This is an optimization exercise on Yosys and OpenROAD, whose aim is small area, a short achievable clock period and few clock cycles per item, not a production implementation.
In this exercise RTL edits were held to simulation tests only and were not proved equivalent to the original.
Power and IR drop assume default switching activity.

## job 101
## msf_decoder
module msf_decoder (
    input  wire        clk,
    input  wire        rst,           
    input  wire        start,         
    input  wire [7:0]  count,         
    input  wire [31:0] start_time,    
    output reg  [7:0]  mem_raddr,
    input  wire [7:0]  mem_rdata,
    output reg         done,
    output reg  [8:0]  dstat,         
    output reg  [5:0]  secs,
    output reg  [7:0]  rd_ptr,
    output reg  [59:0] a_bits,        
    output reg  [59:0] b_bits,        
    output reg  [31:0] rec_ticks,
    output reg  [7:0]  rec_year,
    output reg  [7:0]  rec_month,
    output reg  [7:0]  rec_day,
    output reg  [2:0]  rec_dow,
    output reg  [7:0]  rec_hour,
    output reg  [7:0]  rec_minute,
    output reg         rec_bst,
    output reg  [15:0] rec_dut1
);
For scale: ~3,400 cells after synthesis, ~450 flip-flops, about 300 I/O pins.
Settings: LEC_CHECK=0, CAP_MARGIN=20, CORE_MARGIN=2, CORE_UTILIZATION=40, PLACE_DENSITY=0.6, SLEW_MARGIN=20; clock period 30.0 ns.
standard.sh (not shown) runs the stock make flow with config.mk's settings and CLKGATE_MAP_FILE= SYNTH_SCRIPT=/design/flow/synth_recipe.tcl, a recipe that flattens the netlist after the stock synthesis.
==> flow/flow/run.sh <==
#!/bin/bash
# Standard layout (standard.sh: the standard flow's own ORFS run, synthesis unchanged) with
# some settings changed:
#  - timing repair aims for setup slack SETUP_SLACK_MARGIN below the clock
#    period, so that it shortens the critical paths instead of stopping as
#    soon as the 30 ns period is met;
#  - ports are buffered with the small buf_1 (the resizer upsizes it where
#    timing needs it) instead of the default delay-cell buffer;
#  - the clock tree uses larger sink clusters (fewer buffers).
set -euo pipefail
bash standard.sh finish SETUP_SLACK_MARGIN=22.7 \
    "BUFFER_PORTS_ARGS=-buffer_cell sky130_fd_sc_hd__buf_1" \
    CTS_CLUSTER_SIZE=24 CTS_CLUSTER_DIAMETER=100 > standard.log 2>&1
Testbench counts of job 101, summed over its fixed seeds: cycles 48,153, decodes 384.
Inputs modified between job 101 and job 102:
-- flow/design.v --
<<< job 101, line 95
        input [7:0] x;
        gtc_8_5 = (x[7]) | (x[6] & ~x[7]) | (x[5] & ~x[7] & ~x[6]) | (x[4] & ~x[7] & ~x[6] & ~x[5]) | (x[3] & ~x[7] & ~x[6] & ~x[5] & ~x[4]) | (x[1] & ~x[7] & ~x[6] & ~x[5] & ~x[4] & ~x[3] & x[2]);
    endfunction
    function gtc_8_7;    
        input [7:0] x;
        gtc_8_7 = (x[7]) | (x[6] & ~x[7]) | (x[5] & ~x[7] & ~x[6]) | (x[4] & ~x[7] & ~x[6] & ~x[5]) | (x[3] & ~x[7] & ~x[6] & ~x[5] & ~x[4]);
    endfunction
    function gtc_8_8;    
>>> job 102, line 95
        input [7:0] x;
        gtc_8_5 = (x[7]) | (x[6] & ~x[7]) | (x[5] & ~x[7] & ~x[6]) | (x[4] & ~x[7] & ~x[6] & ~x[5]) | (x[3] & ~x[7] & ~x[6] & ~x[5] & ~x[4]) | (x[1] & ~x[7] & ~x[6] & ~x[5] & ~x[4] & ~x[3] & x[2]);
    endfunction
    function gtc_8_8;    
<<< job 101, line 298
    wire        Flt = y[11];
    wire        Fgt = ~y[11] & gtc_12_4(y);
    wire        Ce2 = ~gtc_8_5(rem);               
    wire        Ce4 = ~gtc_8_7(rem);               
    wire        Cl2 = (secs == 6'd59) | ~gtc_8_2(rem);
    wire        Cn2 = ~gtc_8_3(rem);
    wire        Cl4 = (secs == 6'd59) | ~gtc_8_4(rem);
    wire        Cn4 = ~gtc_8_5(rem);
    wire        have4 = ~Cn2;                    
    wire        acc01 = ~ph & have4 & Flt;
    wire        accw  = ph ? (Wany & (Ts != 10'd900)) : (Mok & (~have4 | Fgt));
    wire        acc   = acc01 | accw;
    wire        abit  = accw & (ph ? Wa : Ma);
    wire        bbit  = (accw & (ph ? Wb : Mb)) | acc01;
    wire [7:0] rd2 = rd_ptr + 8'd2;
    wire [7:0] rd4 = rd_ptr + 8'd4;
>>> job 102, line 294
    wire        Flt = y[11];
    wire        Fgt = ~y[11] & gtc_12_4(y);
    reg         Cl2, Cn2, Cl4, Cn4;
    wire        have4 = ~Cn2;                    
    wire        acc01 = have4 & Flt;
    wire        accw  = Mok & (~have4 | Fgt);
    wire        acc   = acc01 | accw;
    wire        abit  = accw & Ma;
    wire        bbit  = (accw & Mb) | acc01;
    wire [7:0] rd2 = rd_ptr + 8'd2;
    wire [7:0] rd4 = rd_ptr + 8'd4;
<<< job 101, line 410
            Mb  <= Wb;
        end
        if (state == S_IDLE) stime <= start_time;
    end
>>> job 102, line 401
            Mb  <= Wb;
        end
        Cl2 <= (secs == 6'd59) | ~gtc_8_2(rem);
        Cn2 <= ~gtc_8_3(rem);
        Cl4 <= (secs == 6'd59) | ~gtc_8_4(rem);
        Cn4 <= ~gtc_8_5(rem);
        if (state == S_IDLE) stime <= start_time;
    end
<<< job 101, line 455
                    dstat     <= 9'd0;
                    secs      <= 6'd0;
                    cd        <= gtc_8_3(rem) ? 3'd5 : 3'd4;
                    dstat[1]  <= (rem == 8'd0);         
                    if (rem == 8'd1) rd_ptr <= 8'd1;    
>>> job 102, line 450
                    dstat     <= 9'd0;
                    secs      <= 6'd0;
                    cd        <= 3'd5;
                    dstat[1]  <= (rem == 8'd0);         
                    if (rem == 8'd1) rd_ptr <= 8'd1;    
<<< job 101, line 467
                            secs <= secs + 6'd1;
                            rem  <= acc01 ? {rem[7:2] - 6'd1, rem[1:0]} : {rem[7:1] - 7'd1, rem[0]};
                            cd   <= acc01 ? (Ce4 ? 3'd2 : 3'd3) : (Ce2 ? 3'd0 : 3'd1);
                            if (last)      rd_ptr <= rdn;
                            else if (lone) rd_ptr <= {rdn[7:1], 1'b1};    
>>> job 102, line 462
                            secs <= secs + 6'd1;
                            rem  <= acc01 ? {rem[7:2] - 6'd1, rem[1:0]} : {rem[7:1] - 7'd1, rem[0]};
                            cd   <= acc01 ? 3'd3 : 3'd1;
                            if (last)      rd_ptr <= rdn;
                            else if (lone) rd_ptr <= {rdn[7:1], 1'b1};    
--- outcome ---
- The final layout from job 102, which completed every stage, passed the timing, design-rule and antenna checks at the end of the flow.
- Job 102 against job 101; number of clock buffers in the layout is down by more than 10%.
- Per the comparison of job 102 with job 101, wire length decreased by about 5% relative to the old numbers, CTS sink count now larger, core utilization climbed 0.21 points, cell count of the worst hold path closely matched the old numbers.
- On final cycle utilization of the critical path, job 101 tracks job 102 almost exactly.
- [compare] base=job 101 new=job 102: overall power consumption saw a decrease; synthesized area per cell now larger; area after synthesis level; clock-cell share of area decreased by 0.38 points relative to the old numbers.
- Sequential-to-total area share from yosys stat for job 102 is higher than for job 101.
- Delay of the slowest cell on the worst path ended up 0.03 ns higher on job 102 than on job 101.
Testbench counts of job 102, summed over its fixed seeds: cycles 48,359, decodes 384.

==> afterwards: timing with drivers on the ports <==
The results above use ideal ports. As a check the final layouts listed here were re-extracted and re-timed, cells and wires unchanged. Step 1 assumes that a clkbuf_16 drives the clock port and a buf_2 every other input. Step 2 also shifts input and output timing later by t, the mid clock arrival at the registers, as if the neighbouring blocks saw the same clock. Slacks: ideal ports / drivers / drivers and shift; pairs: ideal ports / drivers.
run | t, ns | setup slack, ns | hold WS [ns] | worst setup path after step 2 | latest minus earliest clock arrival (ns)
job 101 | 0.634 | 22.725 / 22.659 / 22.247 | 0.450 / 0.450 / 0.450 | input to register | 0.032 / 0.032
job 102 | 0.636 | 22.738 / 22.674 / 22.284 | 0.421 / 0.421 / 0.421 | input to register | 0.025 / 0.026
After both steps every run listed still meets setup and hold. For job 101, which loses most, drivers alone change the setup slack by -0.066 ns; drivers and shift together by -0.478 ns.
